What follows belongs to an exercise in optimizing a design on an open flow for a short achievable clock period and few clock cycles; a production flow would make more cautious choices.
RTL that was checked went through simulation tests only; none was proved equivalent to the original.
Only the layout flow was run in runs 3 and 4; the RTL was not checked for function there.
Power is estimated from default activity; no workload was simulated.

$ cat design/flow/run.sh
#!/bin/bash
# synth_recipe.tcl (not shown) runs the flow's synth.tcl, then flattens the netlist and writes it again
# the make line also repeats each setting of config.mk as NAME=value (left out here)
make -C /OpenROAD-flow-scripts/flow DESIGN_CONFIG=/design/flow/config.mk WORK_HOME=/design/flow/orfs CLKGATE_MAP_FILE= SYNTH_SCRIPT=/design/flow/synth_recipe.tcl finish
$ cat design/flow/config.mk
export PLATFORM = sky130hd
export DESIGN_NAME = lf_core
export DESIGN_NICKNAME = lf_core
export VERILOG_FILES = /design/flow/design.v
export SDC_FILE = /design/flow/constraint.sdc
export NUM_CORES = 4
export LEC_CHECK = 0
export ABC_CLOCK_PERIOD_IN_PS = 2500
export CAP_MARGIN = 20
export CORE_MARGIN = 2
export CORE_UTILIZATION = 40
export SETUP_SLACK_MARGIN = 3.5
export SLEW_MARGIN = 20
$ cat design/flow/constraint.sdc
create_clock -name core_clock -period 6.0 [get_ports {clk}]
set_input_delay 1.2000 -clock core_clock [delete_from_list [all_inputs] [get_ports {clk}]]
set_output_delay 1.2000 -clock core_clock [all_outputs]
set_load 0.01 [all_outputs]
$ cat design/flow/design.v
module lf_core (
    input  wire        clk,
    input  wire        rst,         
    input  wire        in_valid,
    input  wire [15:0] in_word,
    output wire        in_ready,
    output reg         out_valid,
    output reg  [2:0]  out_kind,
    output reg  [4:0]  out_addr,
    output reg  [15:0] out_data,
    output wire        busy
);
    localparam [2:0] EV_REFUSE = 3'd0;
    localparam [2:0] EV_DUTY   = 3'd1;
    localparam [2:0] EV_CONV   = 3'd2;
    localparam [2:0] EV_DISP   = 3'd3;
    localparam [2:0] EV_START  = 3'd4;
    localparam [2:0] EV_PAUSE  = 3'd5;
    localparam [2:0] EV_SLEEP  = 3'd6;
    localparam [2:0] EV_READ   = 3'd7;
    localparam [11:0] CUTOFF = 12'd3500;
    localparam [7:0]  THRESH = 8'd10;
    localparam integer QD = 8;           
    reg in_ready_q, busy_q;
    assign in_ready = in_ready_q;
    assign busy     = busy_q;
    wire [15:0] w = in_word;
    wire i_enc    = (w & 16'hFEFC) == 16'h1000;
    wire i_btn    = (w & 16'hFFFE) == 16'h2000;
    wire i_adc    = (w[15:12] == 4'h3);
    wire i_tobs   = (w == 16'h4000);
    wire i_tctrl  = (w == 16'h4001);
    wire i_tdisp  = (w == 16'h4002);
    wire i_dbt    = (w == 16'h4003);
    wire i_sync   = (w == 16'h7000);
    wire i_sample = (w == 16'h8000);
    wire i_goedge = (w == 16'h9000);
    wire i_recov  = (w == 16'hA000);
    wire i_sleep  = (w == 16'hB000);
    wire i_rearm  = (w == 16'hC000);
    wire i_read   = (w & 16'hFFE0) == 16'hD000;
    wire i_seten  = (w & 16'hFF80) == 16'hE000;
    wire i_rdok   = i_read & (w[4:0] <= 5'h0C);
    wire i_legal  = i_enc | i_btn | i_adc | i_tobs | i_tctrl | i_tdisp | i_dbt |
                    i_sync | i_sample | i_goedge | i_recov | i_sleep | i_rearm |
                    i_read | i_seten;
    reg        d_v;
    reg        d_enc0, d_enc1, d_btn, d_adc, d_tobs, d_tctrl, d_tdisp, d_dbt;
    reg        d_sample, d_goedge, d_recov, d_sleep, d_rearm, d_read, d_seten;
    reg        d_illegal, d_rdbad, d_host, d_timed;
    reg        d_ge;
    reg [11:0] d_lo;
    always @(posedge clk) begin
        if (rst) d_v <= 1'b0;
        else     d_v <= in_valid & in_ready_q;
        d_enc0    <= i_enc & ~w[8];
        d_enc1    <= i_enc &  w[8];
        d_btn     <= i_btn;
        d_adc     <= i_adc;
        d_tobs    <= i_tobs;
        d_tctrl   <= i_tctrl;
        d_tdisp   <= i_tdisp;
        d_dbt     <= i_dbt;
        d_sample  <= i_sample;
        d_goedge  <= i_goedge;
        d_recov   <= i_recov;
        d_sleep   <= i_sleep;
        d_rearm   <= i_rearm;
        d_read    <= i_rdok;
        d_seten   <= i_seten;
        d_illegal <= ~i_legal;
        d_rdbad   <= i_read & ~i_rdok;
        d_host    <= i_legal & w[15];
        d_timed   <= i_tobs | i_tctrl | i_tdisp | i_dbt | i_adc;
        d_ge      <= (w[11:0] >= CUTOFF);
        d_lo      <= w[11:0];
    end
    reg [1:0] lines0, lines1;
    reg [3:0] hist0, hist1;
    reg       btn_line, db_state, db_dir, dbt_armed;
    reg       go, go_prev;
    reg       conv_busy;
    reg [6:0] pl;            
    reg [6:0] en;
    reg       sleeping;
    function [1:0] qtab;
        input [3:0] i;
        begin
            case (i)
                4'd1, 4'd7, 4'd8, 4'd14:  qtab = 2'b10;
                4'd2, 4'd4, 4'd11, 4'd13: qtab = 2'b11;
                default:                  qtab = 2'b00;
            endcase
        end
    endfunction
    reg [2:0] refuse;
    always @* begin
        if (d_illegal)                    refuse = 3'd1;
        else if (d_host && sleeping)      refuse = 3'd2;
        else if (d_timed && sleeping)     refuse = 3'd5;
        else if (d_adc && !conv_busy)     refuse = 3'd3;
        else if (d_dbt && !dbt_armed)     refuse = 3'd4;
        else if (d_rdbad)                 refuse = 3'd6;
        else                              refuse = 3'd0;
    end
    wire awake    = ~sleeping;
    wire a_enc0   = d_v & d_enc0;
    wire a_enc1   = d_v & d_enc1;
    wire a_btn    = d_v & d_btn;
    wire a_adc    = d_v & d_adc & awake & conv_busy;
    wire a_tobs   = d_v & d_tobs & awake;
    wire a_tctrl  = d_v & d_tctrl & awake;
    wire a_tdisp  = d_v & d_tdisp & awake;
    wire a_dbt    = d_v & d_dbt & awake & dbt_armed;
    wire a_sample = d_v & d_sample & awake;
    wire a_goedge = d_v & d_goedge & awake;
    wire a_recov  = d_v & d_recov & awake;
    wire a_sleep  = d_v & d_sleep & awake;
    wire a_rearm  = d_v & d_rearm & awake;
    wire a_read   = d_v & d_read & awake;
    wire a_seten  = d_v & d_seten & awake;
    wire [1:0] lines_w0 = a_enc0 ? d_lo[1:0] : lines0;
    wire [1:0] lines_w1 = a_enc1 ? d_lo[1:0] : lines1;
    wire       btn_edge = a_btn & en[1] & ~pl[1] & (d_lo[0] ^ btn_line);
    wire       btn_line_w = a_btn ? d_lo[0] : btn_line;
    wire       db_dir_w   = btn_edge ? d_lo[0] : db_dir;
    wire [6:0] ew = a_seten ? d_lo[6:0] : en;
    wire [6:0] pw;
    assign pw[0] = pl[0] | a_tdisp;
    assign pw[1] = (pl[1] | btn_edge) & ~(a_seten & (en[1] ^ d_lo[1]));
    assign pw[2] = (pl[2] | a_adc) & ~a_rearm;
    assign pw[3] = 1'b0;
    assign pw[4] = pl[4] | a_dbt;
    assign pw[5] = pl[5] | a_tctrl;
    assign pw[6] = pl[6] | a_tobs;
    wire qp0 = (lines_w0 != hist0[1:0]);
    wire qp1 = (lines_w1 != hist1[1:0]);
    wire svc0 = pw[0] & ew[0];
    wire svc1 = pw[1] & ew[1];
    wire svc2 = pw[2] & ew[2];
    wire svc3 = ew[3] & (qp0 | qp1);
    wire s4r  = pw[4] & ew[4];
    wire svc4 = s4r & ~svc1;
    wire svc5 = pw[5] & ew[5];
    wire svc6 = pw[6] & ew[6];
    wire any_svc = svc0 | svc1 | svc2 | svc3 | s4r | svc5 | svc6;
    wire dbt_do  = svc4 & db_state;
    wire go_w    = go & ~a_recov;
    wire go_f    = go_w ^ (dbt_do & (btn_line_w == db_dir_w));
    wire [3:0] qi0 = {hist0[1:0], lines_w0};
    wire [3:0] qi1 = {hist1[1:0], lines_w1};
    wire [1:0] qt0 = qtab(qi0);
    wire [1:0] qt1 = qtab(qi1);
    wire       qp_now = (lines0 != hist0[1:0]) | (lines1 != hist1[1:0]);
    reg [15:0] crd;
    always @* begin
        crd = 16'd0;
        case (d_lo[3:0])
            4'h2: crd = {4'd0, lines1, lines0, hist1, hist0};
            4'h3: crd = {2'd0, conv_busy, 13'd0};
            4'h7: crd = {8'd0, btn_line, dbt_armed, db_dir, db_state, go_prev, go, 2'd0};
            4'h8: crd = {9'd0, pl[6:4], qp_now, pl[2:0]};
            4'h9: crd = {9'd0, en};
            default: crd = 16'd0;
        endcase
    end
    reg        c_v;
    reg [2:0]  c_ref;
    reg        c_start, c_pause, c_sleep, c_rearm, c_read;
    reg        c_adcw, c_sample, c_recov;
    reg        c_disp, c_adcs, c_ctrl;
    reg        c_q0, c_q0d, c_q1, c_q1d;
    reg        c_ge;
    reg [3:0]  c_addr;
    reg [15:0] c_data;
    always @(posedge clk) begin
        if (rst) begin
            lines0 <= 2'd0; lines1 <= 2'd0;
            hist0 <= 4'd0;  hist1 <= 4'd0;
            btn_line <= 1'b0; db_state <= 1'b0; db_dir <= 1'b0; dbt_armed <= 1'b0;
            go <= 1'b0; go_prev <= 1'b0;
            conv_busy <= 1'b0;
            pl <= 7'd0; en <= 7'd0; sleeping <= 1'b0;
            c_v <= 1'b0;
        end else begin
            lines0 <= lines_w0;
            lines1 <= lines_w1;
            if (svc3 & qp0) hist0 <= qi0;
            if (svc3 & qp1) hist1 <= qi1;
            btn_line  <= btn_line_w;
            db_dir    <= db_dir_w;
            db_state  <= svc1 | (db_state & ~svc4);
            dbt_armed <= svc1 | (dbt_armed & ~a_dbt);
            go        <= go_f;
            go_prev   <= a_recov ? 1'b0 : (a_goedge ? go : go_prev);
            conv_busy <= svc2 | a_rearm | (conv_busy & ~a_adc);
            pl[0] <= pw[0] & ~ew[0];
            pl[1] <= pw[1] & ~ew[1] & ~dbt_do;
            pl[2] <= pw[2] & ~ew[2];
            pl[3] <= 1'b0;
            pl[4] <= pw[4] & ~ew[4] & ~svc1;
            pl[5] <= pw[5] & ~ew[5];
            pl[6] <= pw[6] & ~ew[6];
            en    <= {ew[6:2], (ew[1] & ~svc1) | dbt_do, ew[0]};
            sleeping <= sleeping ? ~any_svc : a_sleep;
            c_v <= d_v;
        end
        c_ref    <= d_v ? refuse : 3'd0;
        c_start  <= a_goedge & (go != go_prev) & go;
        c_pause  <= a_goedge & (go != go_prev) & ~go;
        c_sleep  <= a_sleep;
        c_rearm  <= a_rearm;
        c_read   <= a_read;
        c_adcw   <= a_adc;
        c_sample <= a_sample;
        c_recov  <= a_recov;
        c_disp   <= svc0;
        c_adcs   <= svc2;
        c_ctrl   <= svc5 & go_f;
        c_q0     <= svc3 & qp0 & qt0[1];
        c_q0d    <= qt0[0];
        c_q1     <= svc3 & qp1 & qt1[1];
        c_q1d    <= qt1[0];
        c_ge     <= d_ge;
        c_addr   <= d_lo[3:0];
        c_data   <= d_adc ? {4'd0, d_lo} : crd;
    end
    reg [15:0] count0, count1;
    reg [1:0]  cur, nxt, rc;
    reg [2:0]  acc, lp, dacc;
    reg [11:0] sample_reg;
    reg        sge;
    reg        adf;
    reg [3:0]  conv_ch;
    reg [7:0]  lost, stop;
    reg [7:0]  duty_r, duty_l;
    wire trip_lost = (lost > THRESH);
    wire trip_stop = (stop > THRESH);
    reg [1:0] s_cur, s_nxt, s_rc;
    reg [2:0] s_acc, s_lp, s_dacc;
    always @* begin
        s_cur = cur; s_nxt = nxt; s_rc = rc;
        s_acc = acc; s_lp = lp; s_dacc = dacc;
        if (nxt != cur) begin
            s_cur = nxt;
            s_rc  = 2'd0;
            if (nxt == 2'd0) begin
                s_lp  = acc;
                s_acc = 3'b000;
            end
        end
        s_rc = s_rc + 2'd1;
        if (s_rc == 2'd2) begin
            s_acc[s_cur]         = sge;
            s_dacc[2'd2 - s_cur] = sge;
            s_nxt = (s_cur == 2'd2) ? 2'd0 : s_cur + 2'd1;
        end
    end
    wire do_seq = c_sample & adf;
    wire lp_lost   = (lp == 3'b000) | (lp == 3'b101);
    wire lp_stop   = (lp == 3'b111);
    wire lp_normal = ~lp_lost & ~lp_stop;
    reg [7:0] cl_r, cl_l;
    always @* begin
        case (lp)
            3'b001:  begin cl_r = 8'd50; cl_l = 8'd0;  end
            3'b010:  begin cl_r = 8'd25; cl_l = 8'd25; end
            3'b011:  begin cl_r = 8'd35; cl_l = 8'd15; end
            3'b100:  begin cl_r = 8'd0;  cl_l = 8'd50; end
            default: begin cl_r = 8'd15; cl_l = 8'd35; end
        endcase
    end
    reg [15:0] xrd;
    always @* begin
        xrd = 16'd0;
        case (c_addr)
            4'h0: xrd = count0;
            4'h1: xrd = count1;
            4'h3: xrd = {3'd0, adf, dacc, acc, rc, nxt, cur};
            4'h4: xrd = {13'd0, lp};
            4'h5: xrd = {4'd0, sample_reg};
            4'h6: xrd = {stop, lost};
            4'h7: xrd = {14'd0, trip_stop, trip_lost};
            4'hA: xrd = {duty_l, duty_r};
            4'hB: xrd = {10'd0, nxt, conv_ch};
            4'hC: xrd = {8'd0, 2'd2 - cur, cur, 2'd0, cur};
            default: xrd = 16'd0;
        endcase
    end
    always @(posedge clk) begin
        if (rst) begin
            count0 <= 16'd0; count1 <= 16'd0;
            cur <= 2'd0; nxt <= 2'd0; rc <= 2'd0;
            acc <= 3'd0; lp <= 3'd0; dacc <= 3'd0;
            sample_reg <= 12'd0; sge <= 1'b0;
            adf <= 1'b0; conv_ch <= 4'd0;
            lost <= 8'd0; stop <= 8'd0; duty_r <= 8'd0; duty_l <= 8'd0;
        end else begin
            if (c_q0) count0 <= c_q0d ? count0 - 16'd1 : count0 + 16'd1;
            if (c_q1) count1 <= c_q1d ? count1 - 16'd1 : count1 + 16'd1;
            if (c_adcw) begin
                sample_reg <= c_data[11:0];
                sge        <= c_ge;
            end
            if (c_rearm) begin
                adf     <= 1'b0;
                conv_ch <= {2'd0, nxt};
            end
            if (c_adcs) begin
                adf     <= 1'b1;
                conv_ch <= {2'd0, nxt};
            end
            if (do_seq) begin
                adf  <= 1'b0;
                cur  <= s_cur; nxt <= s_nxt; rc <= s_rc;
                acc  <= s_acc; lp <= s_lp; dacc <= s_dacc;
            end
            if (c_recov) begin
                lost <= 8'd0; stop <= 8'd0;
            end
            if (c_ctrl) begin
                if (lp_lost)      lost <= (lost == 8'hFF) ? lost : lost + 8'd1;
                else if (lp_stop) stop <= (stop == 8'hFF) ? stop : stop + 8'd1;
                else begin
                    duty_r <= cl_r; duty_l <= cl_l;
                    lost <= 8'd0; stop <= 8'd0;
                end
            end
        end
    end
    wire c_wev = (c_ref != 3'd0) | c_start | c_pause | c_sleep | c_rearm | c_read;
    wire       r_v0 = c_v & (c_wev | c_disp);
    wire       r_v1 = c_v & c_adcs;
    wire       r_v2 = c_v & c_ctrl & lp_normal;
    reg  [2:0] r_k0;
    reg  [3:0] r_a0;
    reg [15:0] r_d0;
    always @* begin
        r_a0 = 4'd0;
        if (c_ref != 3'd0) begin
            r_k0 = EV_REFUSE; r_d0 = {13'd0, c_ref};
        end else if (c_start) begin
            r_k0 = EV_START;  r_d0 = 16'd0;
        end else if (c_pause) begin
            r_k0 = EV_PAUSE;  r_d0 = 16'd0;
        end else if (c_sleep) begin
            r_k0 = EV_SLEEP;  r_d0 = 16'd0;
        end else if (c_rearm) begin
            r_k0 = EV_CONV;   r_d0 = {14'd0, nxt};
        end else if (c_read) begin
            r_k0 = EV_READ;   r_d0 = c_data | xrd; r_a0 = c_addr;
        end else begin
            r_k0 = EV_DISP;   r_d0 = {13'd0, dacc};
        end
    end
    wire        r_any = r_v0 | r_v1 | r_v2;
    wire [30:0] rec   = {r_v2, r_v1, r_v0, r_k0, r_a0, r_d0, nxt, lp};
    reg [30:0] qmem [0:QD-1];
    reg [2:0]  wp, rp;
    reg [3:0]  cnt;
    reg [30:0] head;         
    wire [2:0] hv = head[30:28];
    wire [2:0] hv_rem = {hv[2] & (hv[1] | hv[0]), hv[1] & hv[0], 1'b0};
    wire       head_free = (hv_rem == 3'd0);
    wire       q_ne = (cnt != 4'd0);
    wire       pop  = head_free & q_ne;
    wire       byp  = head_free & ~q_ne;
    wire       push = r_any & ~byp;
    reg [15:0] duty_d;
    always @* begin
        case (head[2:0])
            3'b001:  duty_d = {8'd0,  8'd50};
            3'b010:  duty_d = {8'd25, 8'd25};
            3'b011:  duty_d = {8'd15, 8'd35};
            3'b100:  duty_d = {8'd50, 8'd0};
            default: duty_d = {8'd35, 8'd15};
        endcase
    end
    always @(posedge clk) begin
        if (push) qmem[wp] <= rec;
    end
    always @(posedge clk) begin
        if (rst) begin
            wp <= 3'd0; rp <= 3'd0; cnt <= 4'd0;
            head <= 31'd0;
            out_valid <= 1'b0; out_kind <= 3'd0; out_addr <= 5'd0; out_data <= 16'd0;
            in_ready_q <= 1'b1;
            busy_q <= 1'b0;
        end else begin
            if (push) wp <= wp + 3'd1;
            if (pop)  rp <= rp + 3'd1;
            cnt <= cnt + {3'd0, push} - {3'd0, pop};
            if (!head_free)  head <= {hv_rem, head[27:0]};
            else if (q_ne)   head <= qmem[rp];
            else if (r_any)  head <= rec;
            else             head <= 31'd0;
            out_valid <= |hv;
            if (hv[0]) begin
                out_kind <= head[27:25]; out_addr <= {1'b0, head[24:21]};
                out_data <= head[20:5];
            end else if (hv[1]) begin
                out_kind <= EV_CONV; out_addr <= 5'd0;
                out_data <= {14'd0, head[4:3]};
            end else begin
                out_kind <= EV_DUTY; out_addr <= 5'd0;
                out_data <= duty_d;
            end
            in_ready_q <= (cnt <= QD - 4);
            busy_q <= (in_valid & in_ready_q) | d_v | c_v | q_ne | (|hv);
        end
    end
endmodule
==> results of run 1 <==
## per-stage QoR
stage	hold slack (ns)	power [W]	std cells	area [sq um]
floorplan	0.310	0.00496	1874	22400
global placement	0.367	0.00541	2575	23500
detailed placement	0.359	0.00542	2576	23500
CTS	0.370	0.00867	2685	25600
global route	0.375	0.00904	2706	26000
finish	0.374	0.00869	2706	26000
## cell usage after synthesis, types with 26 or more instances
master | number | area [sq um]
a22oi_1 | 31 | 233
o21ai_0 | 57 | 285
a31oi_1 | 26 | 163
edfxtp_1 | 248 | 7450
mux2i_1 | 49 | 490
mux4_2 | 64 | 1440
dfxtp_1 | 263 | 5270
a21oi_1 | 114 | 571
nor3_1 | 30 | 150
nand2_1 | 117 | 439
and2_1 | 28 | 175
ha_1 | 52 | 651
nand3_1 | 40 | 200
nor2_1 | 193 | 724
inv_1 | 40 | 150
mux2_2 | 39 | 439
clkbuf_1 | 89 | 334
## cell type report
cell class              instances  area share
inverters                      40     0.00578
well taps                     748      0.0360
clock buffers                  71      0.0544
multi-input cells            1207       0.364
flip-flops and latches        511       0.491
clock inverters                26      0.0118
repair buffers                103      0.0372
## worst max path at each step
stage	from	end
final	lp[0]	qmem[5][24]
after floorplan	lp[0]	qmem[5][0]
after CTS	c_q1d	count1[15]
after detailed placement	lp[2]	qmem[5][14]
after global placement	lp[2]	qmem[5][10]
after global routing	c_q1d	count1[15]
## worst register-to-register path: cells and delay by family, from the launching register on
family	cells	cell delay [ns]
AO/OA/AOI/OAI	3	0.58
buffers and inverters	3	0.59
flip-flops	1	0.43
AND/OR/NAND/NOR	2	0.52
## report_power, final
part           switching, W  internal (W)
Sequential         0.000172       0.00380
Combinational      0.000781      0.000686
Clock               0.00137       0.00188
## per-layer routing
layer	vias up	global-route usage	part of all wire
li1	7143	-	-
met4	0	0.0617	0.030
met2	448	0.325	0.47
met1	7575	0.278	0.45
met5	-	0	0
met3	107	0.0247	0.051
## kinds of logic after synthesis
| group | count (synthesis) | share of synthesized area |
|---|---|---|
| DFF | 511 | 0.572 |
| adders and majority gates | 56 | 0.0324 |
| AOI/OAI and AO/OA | 408 | 0.126 |
| buffers and inverters | 156 | 0.0273 |
| muxes | 153 | 0.107 |
| other | 1 | 0.000169 |
| and+or+nand+nor | 551 | 0.121 |
| xor gates and xnor gates | 38 | 0.0150 |
## timing repair
item | CTS | global route
endpoints found under the setup margin | 449 | 261
hold buffers | 0 | 0
gates cloned | 0 | 1
pin swaps | 11 | 23
resized for setup | 85 | 50
buffers inserted | 12 | 20
==> metrics.md, run 1 <==
| Metric | Value |
|---|---|
| Outcome | `no timing/DRC/antenna violations` |
| Width of the die | `240 um` |
| Root Driver | `clkbuf_16` |
| Post-synthesis cell count | `1874` |
| Kind of critical path | `reg -> reg` |
| Gr ovfl total | `0` |
| # diodes | `0` |
| Clk buf depth | `3` |
| Seq cells post-synth | `511` |
| Via Count | `15273` |
| Required time worst endpoint | `6.30 ns` |
| Reg2Reg Launch Point | `lp[0]` |
| Max Clock Freq | `0.411 GHz` |
| CP most frequent cell | `buf_4` |
| Total of max-cap violations | `0` |
| Crit path buf inv count | `3` |
| Nets@finish | `1989` |
| Total area of sequential cells | `12800 sq um` |
| Area of the multi-input gates | `9450 sq um` |
| Leading cell type in the layout, fill and taps excluded | `edfxtp_1` |
| Crit Reg-Reg Endpoint | `qmem[5][24]` |
| Layout cells sized above 1 | `0.175` |
| Synth unique cells | `81` |
| Max FO, Critical Path | `27` |
| HP Class | `reg -> reg` |
| Antenna violations before repair | `0` |
| Reg with most FFs | `qmem` |
| Final core utilization | `0.472` |
| Final Hold Fails | `0` |
| Worst setup SP type | `flop` |
| Power per cell area | `335 nW/um^2` |
| CTS Sinks | `511` |
| Leak | `9.18 nW` |
| ANT nets after route | `0` |
| GPL Wtd Cong | `0.900` |
| Drt drc | `0` |
| Initial core utilization | `0.404` |
| Slew HR | `0.342` |
| Hold Startpoint | `d_ge` |
| Number of flip-flops in the largest register | `248` |
| Syn Nets | `1948` |
| Kind of end point of the critical path | `flop` |
| Most frequent cells in the layout | `edfxtp_1 (248), dfxtp_1 (245), nor2_1 (187)` |
| I/O Pins | `46` |
| Fin crit period | `2.44 ns` |
| Overall global routing resource usage | `0.199` |
| Crit path max-delay family | `buffers and inverters` |
| Vias per cell | `5.64` |
| Asr flop ratio synth | `0` |
| Die area | `57500 sq um` |
| Core area | `55000 sq um` |
| Die Height | `240 um` |
| R2r setup slk | `3.56 ns` |
| Prevailing post-synth register cell | `dfxtp_1` |
| Sum Neg Setup Slack | `0 ns` |
| Hold path depth | `0` |
| Slowest Stage Delay on Critical Path | `0.43 ns` |
| Worst Setup Slack post-DPL | `2.44 ns` |
| TritonCTS buffer count | `52` |
| Vias in the first global route | `14811` |
| Detailed-route wire length per cell | `21.5 um` |
| TritonCTS clock tree | `yes` |
| YS warnings | `1` |
| Reg2reg path depth | `8` |
| DRT iter0 DRCs | `1326` |
| Filler Cell Count | `4902` |
| Final Setup Violations | `0` |
| Cell Chain, Critical Path | `a21bo_4, o21bai_4, o221ai_4, buf_4, or2_4, nor3b_4, buf_4, buf_12` |
| Top Registers | `qmem (248), head (31)` |
| Clock slew at reported path FFs | `0.06 ns` |
| Area growth syn-to-layout | `16.8%` |
| H-tree levels | `2` |
| Peak supply drop | `0.000275 V` |
| Post-DP HPWL | `36900 um` |
| RSZ-0062 raised after global routing | `yes` |
| Slowest cell on crit path | `dfxtp_4` |
| Final WL | `58100 um` |
| Clock Latency Late Sink | `0.60 ns` |
| Syn avg cell area | `11.9 sq um` |
| Crit path depth | `8` |
| Worst Max-Slew Pin Slew | `0.986 ns` |
| Final slew viol count | `0` |
| Port buffer count | `44` |
| Critical Path AT | `2.74 ns` |
| Register area share after synthesis | `0.572` |
| Global-route wire length before repair | `88200 um` |
| Period utilisation layout | `0.406` |
| Number of synthesized flops with an enable pin | `248` |
| Clock skew | `0.0350 ns` |
| Hold EP | `c_ge` |
| Cell Area, Synth | `22200 sq um` |
| Final worst setup slack | `3.56 ns` |
| Num rows | `86` |
| First-pass iteration count of the detailed router | `5` |
| Pin count of the biggest net entering global routing | `77` |
Testbench counts, summed over its fixed seeds: cycles 24,029.
==> run 2, diff against run 1 <==
==> design/flow/config.mk (replaced) <==
export PLATFORM = sky130hd
export DESIGN_NAME = lf_core
export DESIGN_NICKNAME = lf_core
export VERILOG_FILES = /design/flow/design.v
export SDC_FILE = /design/flow/constraint.sdc
export NUM_CORES = 4
export LEC_CHECK = 0
export CAP_MARGIN = 20
export CORE_MARGIN = 2
export CORE_UTILIZATION = 40
export SLEW_MARGIN = 20
==> metrics.md, run 2 <==
| Metric | Value |
|---|---|
| Register area share after synthesis | `0.572 (unchanged)` |
| Leak | `8.85 nW (was 9.18 nW)` |
| ANT nets after route | `0 (unchanged)` |
| Count leader, synth | `dfxtp_1 (unchanged)` |
| Asr flop ratio synth | `0 (unchanged)` |
| Final WL | `56500 um (was 58100 um)` |
| RSZ-0062 raised after global routing | `no (was yes)` |
| Kind of end point of the critical path | `flop (unchanged)` |
| Sum Neg Setup Slack | `0 ns (unchanged)` |
| Die area | `57500 sq um (unchanged)` |
| Hold WS | `0.334 ns (was 0.374 ns)` |
| Syn avg cell area | `11.9 sq um (unchanged)` |
| Peak supply drop | `0.000303 V (was 0.000275 V)` |
| Hold path depth | `0 (unchanged)` |
| Power per cell area | `339 nW/um^2 (was 335 nW/um^2)` |
| Gr ovfl total | `0 (unchanged)` |
| Most frequent cells in the layout | `dfxtp_1 (261), edfxtp_1 (248), nor2_1 (191) (was edfxtp_1 (248), dfxtp_1 (245), nor2_1 (187))` |
| Via Count | `15111 (was 15273)` |
| TritonCTS clock tree | `yes (unchanged)` |
| Slowest Stage Delay on Critical Path | `1.00 ns (was 0.43 ns)` |
| Max FO, Critical Path | `31 (was 27)` |
| Cell Chain, Critical Path | `nor3_1, o21bai_1, o221ai_2, or2_2, nor3b_2, buf_4 (was a21bo_4, o21bai_4, o221ai_4, buf_4, or2_4, nor3b_4, buf_4, buf_12)` |
| Setup bufs post-CTS | `0 (was 12)` |
| Root Driver | `clkbuf_16 (unchanged)` |
| Period utilisation layout | `0.561 (was 0.406)` |
| Top Registers | `qmem (248), head (31) (unchanged)` |
| DRT iter0 DRCs | `1498 (was 1326)` |
| Drt drc | `0 (unchanged)` |
| Global-route wire length before repair | `87800 um (was 88200 um)` |
| Initial core utilization | `0.404 (unchanged)` |
| Kind of critical path | `reg -> reg (unchanged)` |
| CTS Sinks | `511 (unchanged)` |
| Antenna violations before repair | `0 (unchanged)` |
| Yosys top cell by area | `edfxtp_1 (unchanged)` |
| Pin count of the biggest net entering global routing | `112 (was 77)` |
| Total of max-cap violations | `0 (unchanged)` |
| Die Height | `240 um (unchanged)` |
| Clock slew at reported path FFs | `0.06 ns (about the same)` |
| Num rows | `86 (unchanged)` |
| # resized after CTS | `0 (was 85)` |
| Synth unique cells | `81 (unchanged)` |
| Clock skew | `0.0479 ns (was 0.0350 ns)` |
| Port buffer count | `44 (unchanged)` |
| Final slew viol count | `0 (unchanged)` |
| Nets@finish | `1952 (was 1989)` |
| Most common library cells after synthesis | `dfxtp_1 (263), edfxtp_1 (248), nor2_1 (193) (unchanged)` |
| Worst Max-Slew Pin Slew | `1.14 ns (was 0.986 ns)` |
| Clk buf depth | `3 (unchanged)` |
| Number of synthesized flops with an enable pin | `248 (unchanged)` |
| Slowest cell on crit path | `dfxtp_1 (was dfxtp_4)` |
| Cell Area, Synth | `22200 sq um (unchanged)` |
| Width of the die | `240 um (unchanged)` |
| Vias in the first global route | `14994 (was 14811)` |
| Layout cells sized above 1 | `0.130 (was 0.175)` |
| Filler Cell Count | `5005 (was 4902)` |
| Synth top area cells | `edfxtp_1 (33%), dfxtp_1 (24%), mux4_2 (6.5%) (unchanged)` |
| Final worst setup slack | `2.63 ns (was 3.56 ns)` |
| Number of flip-flops in the largest register | `248 (unchanged)` |
| Leading cell type in the layout, fill and taps excluded | `dfxtp_1 (was edfxtp_1)` |
| I/O Pins | `46 (unchanged)` |
| H-tree levels | `2 (unchanged)` |
| Required time worst endpoint | `6.24 ns (was 6.30 ns)` |
| Hold buffer count at cts | `0 (unchanged)` |
| HP Class | `reg -> reg (unchanged)` |
| Max Clock Freq | `0.297 GHz (was 0.411 GHz)` |
| Yosys top cell area share | `0.335 (unchanged)` |
| Worst setup SP type | `flop (unchanged)` |
| GPL Wtd Cong | `0.909 (was 0.900)` |
| Reg2reg path depth | `6 (was 8)` |
| Prevailing post-synth register cell | `dfxtp_1 (unchanged)` |
| Outcome | `no timing/DRC/antenna violations (unchanged)` |
| Final Hold Fails | `0 (unchanged)` |
| Detailed-route wire length per cell | `21.2 um (was 21.5 um)` |
| YS warnings | `1 (unchanged)` |
| First-pass iteration count of the detailed router | `6 (was 5)` |
| Post-synthesis cell count | `1874 (unchanged)` |
| Core area | `55000 sq um (unchanged)` |
| Syn Nets | `1948 (unchanged)` |
| Slew HR | `0.234 (was 0.342)` |
| Post-DP HPWL | `36800 um (was 36900 um)` |
| Overall global routing resource usage | `0.198 (was 0.199)` |
| # diodes | `0 (unchanged)` |
| Worst Setup Slack post-DPL | `2.48 ns (was 2.44 ns)` |
| Final Setup Violations | `0 (unchanged)` |
| Critical Path AT | `3.60 ns (was 2.74 ns)` |
| Fin crit period | `3.37 ns (was 2.44 ns)` |
| Area growth syn-to-layout | `13.0% (was 16.8%)` |
| TritonCTS buffer count | `52 (unchanged)` |
| Seq cells post-synth | `511 (unchanged)` |
| Vias per cell | `5.66 (was 5.64)` |
| Clock Latency Late Sink | `0.62 ns (was 0.60 ns)` |
| Reg with most FFs | `qmem (unchanged)` |
run 2: logic make-up (layout without fill, tap and decap cells):
kind of cell               count (synthesis)  after routing  synth area share
AOI/OAI and AO/OA                        408            408             0.126
xor gates and xnor gates                  38             38            0.0150
adders and majority gates                 56             56            0.0324
buffers and inverters                    156            204            0.0273
DFF                                      511            511             0.572
muxes                                    153            153             0.107
other                                      1              1          0.000169
and+or+nand+nor                          551            551             0.121
run 2: area by class of cell:
cell class / count / area, sq um / area share
Sequential cell: 511 / 12700 / 0.506
Clock buffer: 71 / 1480 / 0.0591
Tap cell: 748 / 936 / 0.0372
Inverter: 40 / 150 / 0.00597
Clock inverter: 27 / 231 / 0.00921
Multi-Input combinational cell: 1207 / 8990 / 0.358
Timing Repair Buffer: 66 / 619 / 0.0246
run 2: report_power, final:
part | switching (W) | internal (W)
combinational | 0.000641 | 0.000628
sequential | 0.000246 | 0.00380
clock | 0.00138 | 0.00183
total | 0.00226 | 0.00626
run 2: worst max-delay path: cells and delay by family, from the launching register on:
family                 cells  cell delay, ns
flip-flops                 1            1.00
AND/OR/NAND/NOR            3            0.86
AO/OA/AOI/OAI              2            0.60
buffers and inverters      1            0.51
run 2: worst paths after layout:
kind                            start  slack, ns     endpoint
worst max-delay path            lp[2]       2.63  qmem[3][27]
worst min-delay path             d_ge       0.33         c_ge
worst max register to register  lp[2]       2.63  qmem[3][27]
worst min register to register   d_ge       0.33         c_ge
run 2: stage by stage:
stage	area, sq um	utilization	total power, W	std cells
CTS	25100	0.457	0.00862	2670
floorplan	22200	-	0.00496	1874
global placement	23400	0.425	0.00539	2572
global route	25100	0.457	0.00889	2670
detailed placement	23400	0.425	0.00541	2572
finish	25100	0.457	0.00853	2670
run 2: routing by layer:
layer	up-vias	routed length (um)	track usage
met5	-	0	0
met4	0	951	0.0475
met3	76	2980	0.0278
met2	432	26700	0.330
met1	7554	25800	0.272
li1	7049	-	-
==> run 3, diff against run 2 <==
--- a/design/flow/design.v
+++ b/design/flow/design.v
@@ -20,7 +20,7 @@
     localparam [2:0] EV_READ   = 3'd7;
     localparam [11:0] CUTOFF = 12'd3500;
     localparam [7:0]  THRESH = 8'd10;
-    localparam integer QD = 8;           
+    localparam integer QD = 4;           
     reg in_ready_q, busy_q;
     assign in_ready = in_ready_q;
     assign busy     = busy_q;
@@ -234,6 +234,20 @@
     reg [3:0]  conv_ch;
     reg [7:0]  lost, stop;
     reg [7:0]  duty_r, duty_l;
+    function [15:0] updn_t;
+        input [15:0] c;
+        input        d;
+        integer i;
+        reg ones, zeros;
+        begin
+            ones = 1'b1; zeros = 1'b1;
+            for (i = 0; i < 16; i = i + 1) begin
+                updn_t[i] = d ? zeros : ones;
+                ones  = ones & c[i];
+                zeros = zeros & ~c[i];
+            end
+        end
+    endfunction
     wire trip_lost = (lost > THRESH);
     wire trip_stop = (stop > THRESH);
     reg [1:0] s_cur, s_nxt, s_rc;
@@ -296,8 +310,8 @@
             adf <= 1'b0; conv_ch <= 4'd0;
             lost <= 8'd0; stop <= 8'd0; duty_r <= 8'd0; duty_l <= 8'd0;
         end else begin
-            if (c_q0) count0 <= c_q0d ? count0 - 16'd1 : count0 + 16'd1;
-            if (c_q1) count1 <= c_q1d ? count1 - 16'd1 : count1 + 16'd1;
+            if (c_q0) count0 <= count0 ^ updn_t(count0, c_q0d);
+            if (c_q1) count1 <= count1 ^ updn_t(count1, c_q1d);
             if (c_adcw) begin
                 sample_reg <= c_data[11:0];
                 sge        <= c_ge;
@@ -356,13 +370,14 @@
     wire        r_any = r_v0 | r_v1 | r_v2;
     wire [30:0] rec   = {r_v2, r_v1, r_v0, r_k0, r_a0, r_d0, nxt, lp};
     reg [30:0] qmem [0:QD-1];
-    reg [2:0]  wp, rp;
-    reg [3:0]  cnt;
+    reg [1:0] wp, rp;
+    reg [2:0]  cnt;
     reg [30:0] head;         
     wire [2:0] hv = head[30:28];
     wire [2:0] hv_rem = {hv[2] & (hv[1] | hv[0]), hv[1] & hv[0], 1'b0};
     wire       head_free = (hv_rem == 3'd0);
-    wire       q_ne = (cnt != 4'd0);
+    wire       q_ne = (cnt != 3'd0);
+    wire       q_full = cnt[2];
     wire       pop  = head_free & q_ne;
     wire       byp  = head_free & ~q_ne;
     wire       push = r_any & ~byp;
@@ -377,23 +392,22 @@
         endcase
     end
     always @(posedge clk) begin
-        if (push) qmem[wp] <= rec;
+        if (!q_full) qmem[wp] <= rec;
     end
     always @(posedge clk) begin
         if (rst) begin
-            wp <= 3'd0; rp <= 3'd0; cnt <= 4'd0;
+            wp <= 2'd0; rp <= 2'd0; cnt <= 3'd0;
             head <= 31'd0;
             out_valid <= 1'b0; out_kind <= 3'd0; out_addr <= 5'd0; out_data <= 16'd0;
             in_ready_q <= 1'b1;
             busy_q <= 1'b0;
         end else begin
-            if (push) wp <= wp + 3'd1;
-            if (pop)  rp <= rp + 3'd1;
-            cnt <= cnt + {3'd0, push} - {3'd0, pop};
+            if (push) wp <= wp + 2'd1;
+            if (pop)  rp <= rp + 2'd1;
+            cnt <= cnt + {2'd0, push} - {2'd0, pop};
             if (!head_free)  head <= {hv_rem, head[27:0]};
             else if (q_ne)   head <= qmem[rp];
-            else if (r_any)  head <= rec;
-            else             head <= 31'd0;
+            else             head <= rec;
             out_valid <= |hv;
             if (hv[0]) begin
                 out_kind <= head[27:25]; out_addr <= {1'b0, head[24:21]};
--- a/design/flow/config.mk
+++ b/design/flow/config.mk
@@ -5,7 +5,9 @@
 export SDC_FILE = /design/flow/constraint.sdc
 export NUM_CORES = 4
 export LEC_CHECK = 0
+export ABC_CLOCK_PERIOD_IN_PS = 2000
 export CAP_MARGIN = 20
 export CORE_MARGIN = 2
 export CORE_UTILIZATION = 40
+export SETUP_SLACK_MARGIN = 4.0
 export SLEW_MARGIN = 20
==> metrics.md, run 3 <==
| Metric | Value |
|---|---|
| Final non-filler cell area | `21000 sq um (was 25100 sq um)` |
| Crit path depth | `9 (was 6)` |
| Max Clock Freq | `0.434 GHz (was 0.297 GHz)` |
| Asr flop ratio synth | `0 (unchanged)` |
| YS warnings | `1 (unchanged)` |
| R2r setup slk | `3.70 ns (was 2.63 ns)` |
| Seq cells post-synth | `383 (was 511)` |
| Prevailing post-synth register cell | `dfxtp_1 (unchanged)` |
| Antenna violations before repair | `0 (unchanged)` |
| Register area share after synthesis | `0.519 (was 0.572)` |
| Power, Total | `0.00710 W (was 0.00853 W)` |
| Die Height | `211 um (was 240 um)` |
| Reg2Reg Launch Point | `c_ref[0] (was lp[2])` |
| Peak supply drop | `0.000219 V (was 0.000303 V)` |
| Overall global routing resource usage | `0.216 (was 0.198)` |
| Kind of end point of the critical path | `flop (unchanged)` |
| Gr ovfl total | `0 (unchanged)` |
| Worst Max-Slew Pin Slew | `0.802 ns (was 1.14 ns)` |
| Placed inst area | `18200 sq um (was 23400 sq um)` |
| Clk buf depth | `3 (unchanged)` |
| Num rows | `75 (was 86)` |
| CP Launch Point | `c_ref[0] (was lp[2])` |
| DRT iter0 DRCs | `1327 (was 1498)` |
| Crit path to | `cnt[1] (was qmem[3][27])` |
| Nets@finish | `1771 (was 1952)` |
| Most common library cells after synthesis | `dfxtp_1 (259), nor2_1 (191), nand2_1 (126) (was dfxtp_1 (263), edfxtp_1 (248), nor2_1 (193))` |
| Sequential Power Share | `0.439 (was 0.475)` |
| Sum Neg Setup Slack | `0 ns (unchanged)` |
| Initial core utilization | `0.408 (was 0.404)` |
| Total area of sequential cells | `9010 sq um (was 12700 sq um)` |
| Total of max-cap violations | `0 (unchanged)` |
| Reg2reg path depth | `9 (was 6)` |
| Slew HR | `0.465 (was 0.234)` |
| Combinational fraction of design power | `0.178 (was 0.149)` |
| I/O Pins | `46 (unchanged)` |
| Net Sw Power | `0.00189 W (was 0.00226 W)` |
| Pint | `0.00521 W (was 0.00626 W)` |
| Slowest cell on crit path | `dfxtp_1 (unchanged)` |
| Drt drc | `0 (unchanged)` |
| Width of the die | `211 um (was 240 um)` |
| Number of synthesized flops with an enable pin | `124 (was 248)` |
| Synth top area cells | `dfxtp_1 (30%), edfxtp_1 (22%), mux4_2 (4.3%) (was edfxtp_1 (33%), dfxtp_1 (24%), mux4_2 (6.5%))` |
| Root Driver | `clkbuf_16 (unchanged)` |
| Core area | `42100 sq um (was 55000 sq um)` |
| Vias per cell | `5.79 (was 5.66)` |
| Crit Reg-Reg Endpoint | `cnt[1] (was qmem[3][27])` |
| Area growth syn-to-layout | `22.5% (was 13.0%)` |
| Period utilisation layout | `0.384 (was 0.561)` |
| Yosys top cell area share | `0.302 (was 0.335)` |
| Syn avg cell area | `10.3 sq um (was 11.9 sq um)` |
| Synth unique cells | `86 (was 81)` |
| Yosys top cell by area | `dfxtp_1 (was edfxtp_1)` |
| Hold buffer count at cts | `0 (unchanged)` |
| # diodes | `0 (unchanged)` |
| Worst Setup Slack post-DPL | `2.90 ns (was 2.48 ns)` |
| RSZ-0062 raised after global routing | `yes (was no)` |
| Power per cell area | `337 nW/um^2 (was 339 nW/um^2)` |
| Switching portion of total power | `0.267 (was 0.266)` |
| ANT nets after route | `0 (unchanged)` |
| Count leader, synth | `dfxtp_1 (unchanged)` |
| Required time worst endpoint | `6.44 ns (was 6.24 ns)` |
| Clock Latency Late Sink | `0.57 ns (was 0.62 ns)` |
| Die area | `44600 sq um (was 57500 sq um)` |
| GPL Wtd Cong | `0.937 (was 0.909)` |
| Crit path max-delay family | `adder cells (was flip-flops)` |
| Final Setup Violations | `0 (unchanged)` |
| Worst setup SP type | `flop (unchanged)` |
| Clock slew at reported path FFs | `0.06 ns (about the same)` |
| Syn Nets | `1712 (was 1948)` |
| Fin crit period | `2.30 ns (was 3.37 ns)` |
| Post-synthesis cell count | `1670 (was 1874)` |
| Cell Area, Synth | `17200 sq um (was 22200 sq um)` |
| Final slew viol count | `0 (unchanged)` |
| Critical Path AT | `2.75 ns (was 3.60 ns)` |
| Max FO, Critical Path | `6 (was 31)` |
| Global-route wire length before repair | `75200 um (was 87800 um)` |
| Final WL | `48800 um (was 56500 um)` |
| Layout cells sized above 1 | `0.246 (was 0.130)` |
| Leak | `7.63 nW (was 8.85 nW)` |
| Top Registers | `qmem (124), head (31) (was qmem (248), head (31))` |
| Port buffer count | `44 (unchanged)` |
| HP Class | `reg -> reg (unchanged)` |
| Final worst setup slack | `3.70 ns (was 2.63 ns)` |
| Detailed-route wire length per cell | `21.2 um (about the same)` |
| Filler Cell Count | `3745 (was 5005)` |
| Clock power share | `0.383 (was 0.376)` |
| Most frequent cells in the layout | `dfxtp_1 (214), nor2_1 (174), edfxtp_1 (124) (was dfxtp_1 (261), edfxtp_1 (248), nor2_1 (191))` |
| TritonCTS buffer count | `41 (was 52)` |
| Reg with most FFs | `qmem (unchanged)` |
| Area of the multi-input gates | `8500 sq um (was 8990 sq um)` |
| Slowest Stage Delay on Critical Path | `0.43 ns (was 1.00 ns)` |
| Outcome | `no timing/DRC/antenna violations (unchanged)` |
| Number of flip-flops in the largest register | `124 (was 248)` |
| Leading cell type in the layout, fill and taps excluded | `dfxtp_1 (unchanged)` |
| Cell Chain, Critical Path | `nor4_4, nand3_4, o311a_4, inv_2, ha_4, inv_2, ha_4, fa_2, nor2b_1 (was nor3_1, o21bai_1, o221ai_2, or2_2, nor3b_2, buf_4)` |
| Kind of critical path | `reg -> reg (unchanged)` |
| CTS Sinks | `383 (was 511)` |
| First-pass iteration count of the detailed router | `5 (was 6)` |
| Clock skew | `0.0241 ns (was 0.0479 ns)` |
| Via Count | `13307 (was 15111)` |
| Crit path buf inv count | `2 (was 1)` |
| Vias in the first global route | `12976 (was 14994)` |
| Post-DP HPWL | `32000 um (was 36800 um)` |
| Pin count of the biggest net entering global routing | `98 (was 112)` |
| H-tree levels | `2 (unchanged)` |
| TritonCTS clock tree | `yes (unchanged)` |
| Final Hold Fails | `0 (unchanged)` |
[run 3: cell types whose count changed after synthesis, moves of 13 or more]
cell      before  now
edfxtp_1     248  124
a21oi_1      114   86
mux4_2        64   33
ha_1          52   22
a222oi_1      23    0
mux2_2        39   21
o21ai_0       57   73
and3b_1        0   16
nand3_1       40   27
a31oi_1       26    8
[run 3: how the worst min path moves through the flow]
| stage | from | end | slack, ns | depth (start not counted) |
|---|---|---|---|---|
| after floorplan | d_ge | c_ge | 0.31 | 0 |
| after global placement | d_ge | c_ge | 0.39 | 0 |
| after detailed placement | d_ge | c_ge | 0.39 | 0 |
| after CTS | d_ge | c_ge | 0.39 | 0 |
| after global routing | d_ge | c_ge | 0.39 | 0 |
| final | d_ge | c_ge | 0.39 | 0 |
[run 3: power groups by stage]
| stage | clock [W] | sequential, W | combinational (W) |
|---|---|---|---|
| 2_1_floorplan | 0 | 0.00307 | 0.000843 |
| 3_3_place_gp | 0 | 0.00315 | 0.00116 |
| 3_5_place_dp | 0 | 0.00316 | 0.00118 |
| 4_1_cts | 0.00278 | 0.00311 | 0.00123 |
| 5_1_grt | 0.00288 | 0.00314 | 0.00137 |
| 6_report | 0.00272 | 0.00312 | 0.00126 |
[run 3: per-stage QoR]
step                utilization  std cells  hold slack, ns
floorplan                     -       1670           0.310
global placement          0.430       2163           0.388
CTS                       0.485       2279           0.391
global route              0.500       2300           0.391
finish                    0.500       2300           0.395
detailed placement        0.431       2164           0.386
[run 3: cell type report]
cell class,count,share of cell area
Sequential cell,383,0.428
Timing Repair Buffer,123,0.0590
Multi-Input combinational cell,1140,0.404
Clock inverter,17,0.0138
Clock buffer,58,0.0561
Inverter,40,0.00725
Tap cell,539,0.0320
[run 3: what timing repair did]
| action | CTS | global route |
|---|---|---|
| gates cloned | 4 | 3 |
| pin swaps | 33 | 38 |
| gates resized for setup | 298 | 125 |
| hold endpoints to repair | 0 | 0 |
| endpoints found under the setup margin | 269 | 166 |
| setup buffers | 36 | 18 |
[run 3: layer usage]
metal / wire length (um) / share of wire / vias up / GRT usage
li1: - / - / 6226 / -
met3: 2280 / 0.047 / 123 / 0.0296
met5: 0 / 0 / - / 0
met2: 23400 / 0.48 / 421 / 0.361
met4: 1960 / 0.040 / 0 / 0.0903
met1: 21100 / 0.43 / 6537 / 0.282
[run 3: logic make-up after synthesis]
group,share of synthesized area
buffers and inverters,0.0342
other,0.000218
multiplexers,0.0838
AND/OR/NAND/NOR,0.189
flip-flops,0.519
XOR/XNOR,0.0209
AO/OA/AOI/OAI,0.136
adder cells (fa/ha/maj),0.0178
==> run 4, diff against run 3 <==
--- a/design/flow/config.mk
+++ b/design/flow/config.mk
@@ -8,6 +8,6 @@
 export ABC_CLOCK_PERIOD_IN_PS = 2000
 export CAP_MARGIN = 20
 export CORE_MARGIN = 2
-export CORE_UTILIZATION = 40
+export CORE_UTILIZATION = 65
 export SETUP_SLACK_MARGIN = 4.0
 export SLEW_MARGIN = 20
==> metrics.md, run 4 <==
| Metric | Value |
|---|---|
| Hold WS | `0.326 ns (was 0.395 ns)` |
| Prevailing post-synth register cell | `dfxtp_1 (unchanged)` |
| Detailed-route wire length per cell | `21.9 um (was 21.2 um)` |
| Global-route wire length before repair | `70500 um (was 75200 um)` |
| Crit Reg-Reg Endpoint | `cnt[1] (unchanged)` |
| Hold buffer count at cts | `0 (unchanged)` |
| Die area | `27700 sq um (was 44600 sq um)` |
| Final Setup Violations | `0 (unchanged)` |
| Final slew viol count | `0 (unchanged)` |
| TritonCTS buffer count | `39 (was 41)` |
| Top Registers | `qmem (124), head (31) (unchanged)` |
| First-pass iteration count of the detailed router | `6 (was 5)` |
| Root Driver | `clkbuf_16 (unchanged)` |
| Total area of sequential cells | `8980 sq um (was 9010 sq um)` |
| Reg2reg path depth | `9 (unchanged)` |
| Sum Neg Setup Slack | `0 ns (unchanged)` |
| Via Count | `13454 (was 13307)` |
| Vias in the first global route | `12791 (was 12976)` |
| Slowest cell on crit path | `fa_2 (was dfxtp_1)` |
| Cell Chain, Critical Path | `nor4_4, nand3_2, o311a_4, inv_4, ha_4, inv_4, ha_4, fa_2, nor2b_4 (was nor4_4, nand3_4, o311a_4, inv_2, ha_4, inv_2, ha_4, fa_2, nor2b_1)` |
| Number of synthesized flops with an enable pin | `124 (unchanged)` |
| Area of the multi-input gates | `8300 sq um (was 8500 sq um)` |
| Register area share after synthesis | `0.519 (unchanged)` |
| Reg2Reg Launch Point | `c_rearm (was c_ref[0])` |
| Yosys top cell by area | `dfxtp_1 (unchanged)` |
| Leak | `7.43 nW (was 7.63 nW)` |
| Max Clock Freq | `0.422 GHz (was 0.434 GHz)` |
| Kind of critical path | `reg -> reg (unchanged)` |
| Syn Nets | `1712 (unchanged)` |
| Nets@finish | `1759 (was 1771)` |
| Drt drc | `0 (unchanged)` |
| Hold path depth | `0 (unchanged)` |
| Post-synthesis cell count | `1670 (unchanged)` |
| H-tree levels | `2 (unchanged)` |
| Core area | `26000 sq um (was 42100 sq um)` |
| Die Height | `167 um (was 211 um)` |
| Number of flip-flops in the largest register | `124 (unchanged)` |
| Max FO, Critical Path | `4 (was 6)` |
| Clk buf depth | `3 (unchanged)` |
| Final WL | `45500 um (was 48800 um)` |
| Period utilisation layout | `0.395 (was 0.384)` |
| Filler Cell Count | `1695 (was 3745)` |
| Post-DP HPWL | `29000 um (was 32000 um)` |
| Worst Max-Slew Pin Slew | `0.891 ns (was 0.802 ns)` |
| Total of max-cap violations | `0 (unchanged)` |
| Outcome | `no timing/DRC/antenna violations (unchanged)` |
| Synth top area cells | `dfxtp_1 (30%), edfxtp_1 (22%), mux4_2 (4.3%) (unchanged)` |
| Kind of end point of the critical path | `flop (unchanged)` |
| Width of the die | `167 um (was 211 um)` |
| Fin crit period | `2.37 ns (was 2.30 ns)` |
| Worst setup SP type | `flop (unchanged)` |
| TritonCTS clock tree | `yes (unchanged)` |
| Antenna violations before repair | `0 (unchanged)` |
| Overall global routing resource usage | `0.318 (was 0.216)` |
| DRT iter0 DRCs | `1524 (was 1327)` |
| Power per cell area | `333 nW/um^2 (was 337 nW/um^2)` |
| Clock slew at reported path FFs | `0.06 ns (about the same)` |
| Clock skew | `0.0147 ns (was 0.0241 ns)` |
| Cell Area, Synth | `17200 sq um (unchanged)` |
| Hold EP | `c_ge (unchanged)` |
| Asr flop ratio synth | `0 (unchanged)` |
| Pin count of the biggest net entering global routing | `75 (was 98)` |
| Hold Startpoint | `d_ge (unchanged)` |
| Leading cell type in the layout, fill and taps excluded | `dfxtp_1 (unchanged)` |
| Critical Path AT | `2.79 ns (was 2.75 ns)` |
| Final Hold Fails | `0 (unchanged)` |
| # diodes | `0 (unchanged)` |
| Num rows | `59 (was 75)` |
| I/O Pins | `46 (unchanged)` |
| Clock Latency Late Sink | `0.54 ns (was 0.57 ns)` |
| Gr ovfl total | `0 (unchanged)` |
| Slowest Stage Delay on Critical Path | `0.42 ns (was 0.43 ns)` |
| Required time worst endpoint | `6.42 ns (was 6.44 ns)` |
| YS warnings | `1 (unchanged)` |
| Syn avg cell area | `10.3 sq um (unchanged)` |
| Peak supply drop | `0.000493 V (was 0.000219 V)` |
| Seq cells post-synth | `383 (unchanged)` |
| Most common library cells after synthesis | `dfxtp_1 (259), nor2_1 (191), nand2_1 (126) (unchanged)` |
| ANT nets after route | `0 (unchanged)` |
| Reg with most FFs | `qmem (unchanged)` |
| Layout cells sized above 1 | `0.225 (was 0.246)` |
| RSZ-0062 raised after global routing | `yes (unchanged)` |
| GPL Wtd Cong | `0.935 (was 0.937)` |
| CTS Sinks | `383 (unchanged)` |
| Initial core utilization | `0.661 (was 0.408)` |
| Area growth syn-to-layout | `17.5% (was 22.5%)` |
| HP Class | `reg -> reg (unchanged)` |
| Most frequent cells in the layout | `dfxtp_1 (220), nor2_1 (179), edfxtp_1 (124) (was dfxtp_1 (214), nor2_1 (174), edfxtp_1 (124))` |
| Count leader, synth | `dfxtp_1 (unchanged)` |
| Port buffer count | `44 (unchanged)` |
| R2r setup slk | `3.63 ns (was 3.70 ns)` |
| Synth unique cells | `86 (unchanged)` |
| Yosys top cell area share | `0.302 (unchanged)` |
| Vias per cell | `6.46 (was 5.79)` |
| Slew HR | `0.406 (was 0.465)` |
-- run 4: changes by cell type in the layout (fill, tap and decap cells not counted), moves of 4 or more --
cell,previous run,this run
buf_4,62,53
dfxtp_4,17,10
dfxtp_1,214,220
nor2_2,13,7
bufinv_16,7,2
clkbuf_8,8,3
nor2_1,174,179
nor2b_2,1,6
buf_2,19,23
clkbuf_16,45,41
clkinvlp_4,0,4
-- run 4: per-layer routing --
| layer | track usage | part of all wire | vias to the layer above |
|---|---|---|---|
| li1 | - | - | 6208 |
| met1 | 0.421 | 0.41 | 6495 |
| met2 | 0.539 | 0.48 | 612 |
| met3 | 0.0452 | 0.073 | 139 |
| met4 | 0.112 | 0.037 | 0 |
| met5 | 0 | 0 | - |
-- run 4: final cells by class --
class	instances	share of cell area
timing repair buffer	113	0.0535
tap	335	0.0208
clock buffer	52	0.0533
clock inverter	19	0.00862
inverter	40	0.00781
sequential	383	0.445
multi-input combinational	1140	0.411
-- run 4: cell families after synthesis --
kind of cell / count (synthesis) / synth area share
xor gates and xnor gates: 41 / 0.0209
AOI/OAI and AO/OA: 348 / 0.136
DFF: 383 / 0.519
buffers and inverters: 147 / 0.0342
and+or+nand+nor: 626 / 0.189
adders and majority gates: 24 / 0.0178
other: 1 / 0.000218
muxes: 100 / 0.0838
-- run 4: through the flow --
stage,instances,utilization,area (sq um),power [W],setup WS [ns]
after floorplan,1670,-,17500,0.00392,3.55
after global placement,1962,0.688,17900,0.00426,2.95
after detailed placement,1962,0.688,17900,0.00430,2.91
after CTS,2067,0.759,19700,0.00667,3.62
after global routing,2082,0.777,20200,0.00698,3.58
final,2082,0.777,20200,0.00673,3.63
-- run 4: timing repair --
item | CTS | global route
pin swaps | 31 | 24
endpoints found under the setup margin | 266 | 217
buffers inserted | 30 | 14
gates cloned | 4 | 1
hold endpoints to repair | 0 | 0
gates resized for setup | 273 | 95
-- run 4: worst max path at each step --
stage | start | end
floorplan | in_word[14] | d_illegal
global placement | in_word[15] | d_illegal
detailed placement | in_word[15] | d_illegal
CTS | c_ref[1] | cnt[1]
global route | c_rearm | cnt[1]
finish | c_rearm | cnt[1]
-- run 4: power breakdown --
group,switching [W],leakage [nW],internal (W)
sequential,0.000164,3.28,0.00292
clock,0.00102,0.602,0.00136
combinational,0.000679,3.55,0.000594
total,0.00186,7.43,0.00487
-- run 4: worst max-delay path: cells and delay by family (launching register included) --
family          cells  cell delay, ns
fa+ha+maj           3            0.74
simple gates        3            0.65
compound gates      1            0.38
flops               1            0.36
buf+inv             2            0.12

[re-timing with driven ports]
The results above use ideal ports. As a check the final layouts listed here were re-extracted and re-timed, cells and wires unchanged.
Step 1: set_driving_cell puts a clkbuf_16 on clk and a buf_2 on each other input, an assumption about the parent block.
Step 2 also shifts input and output timing later by t, the mid clock arrival at the registers, as if the neighbouring blocks saw the same clock.
Three values: ideal, step 1, step 2; two values: the first two.
run | shift t [ns] | setup slack, ns | latest minus earliest clock arrival (ns) | worst slew at a driven data input, ns | cell pins on the clock port's net
run 1 | 0.641 | 3.564 / 3.518 / 3.001 | 0.036 / 0.036 | 0.04 | 1
run 2 | 0.647 | 2.635 / 2.635 / 2.575 | 0.049 / 0.049 | 0.04 | 1
run 3 | 0.617 | 3.698 / 3.698 / 3.323 | 0.027 / 0.026 | 0.18 | 1
run 4 | 0.581 | 3.630 / 3.630 / 3.139 | 0.016 / 0.016 | 0.06 | 1
After both steps every run listed still meets setup and hold. For run 1, which loses most, drivers alone change the setup slack by -0.046 ns; drivers and shift together by -0.563 ns.
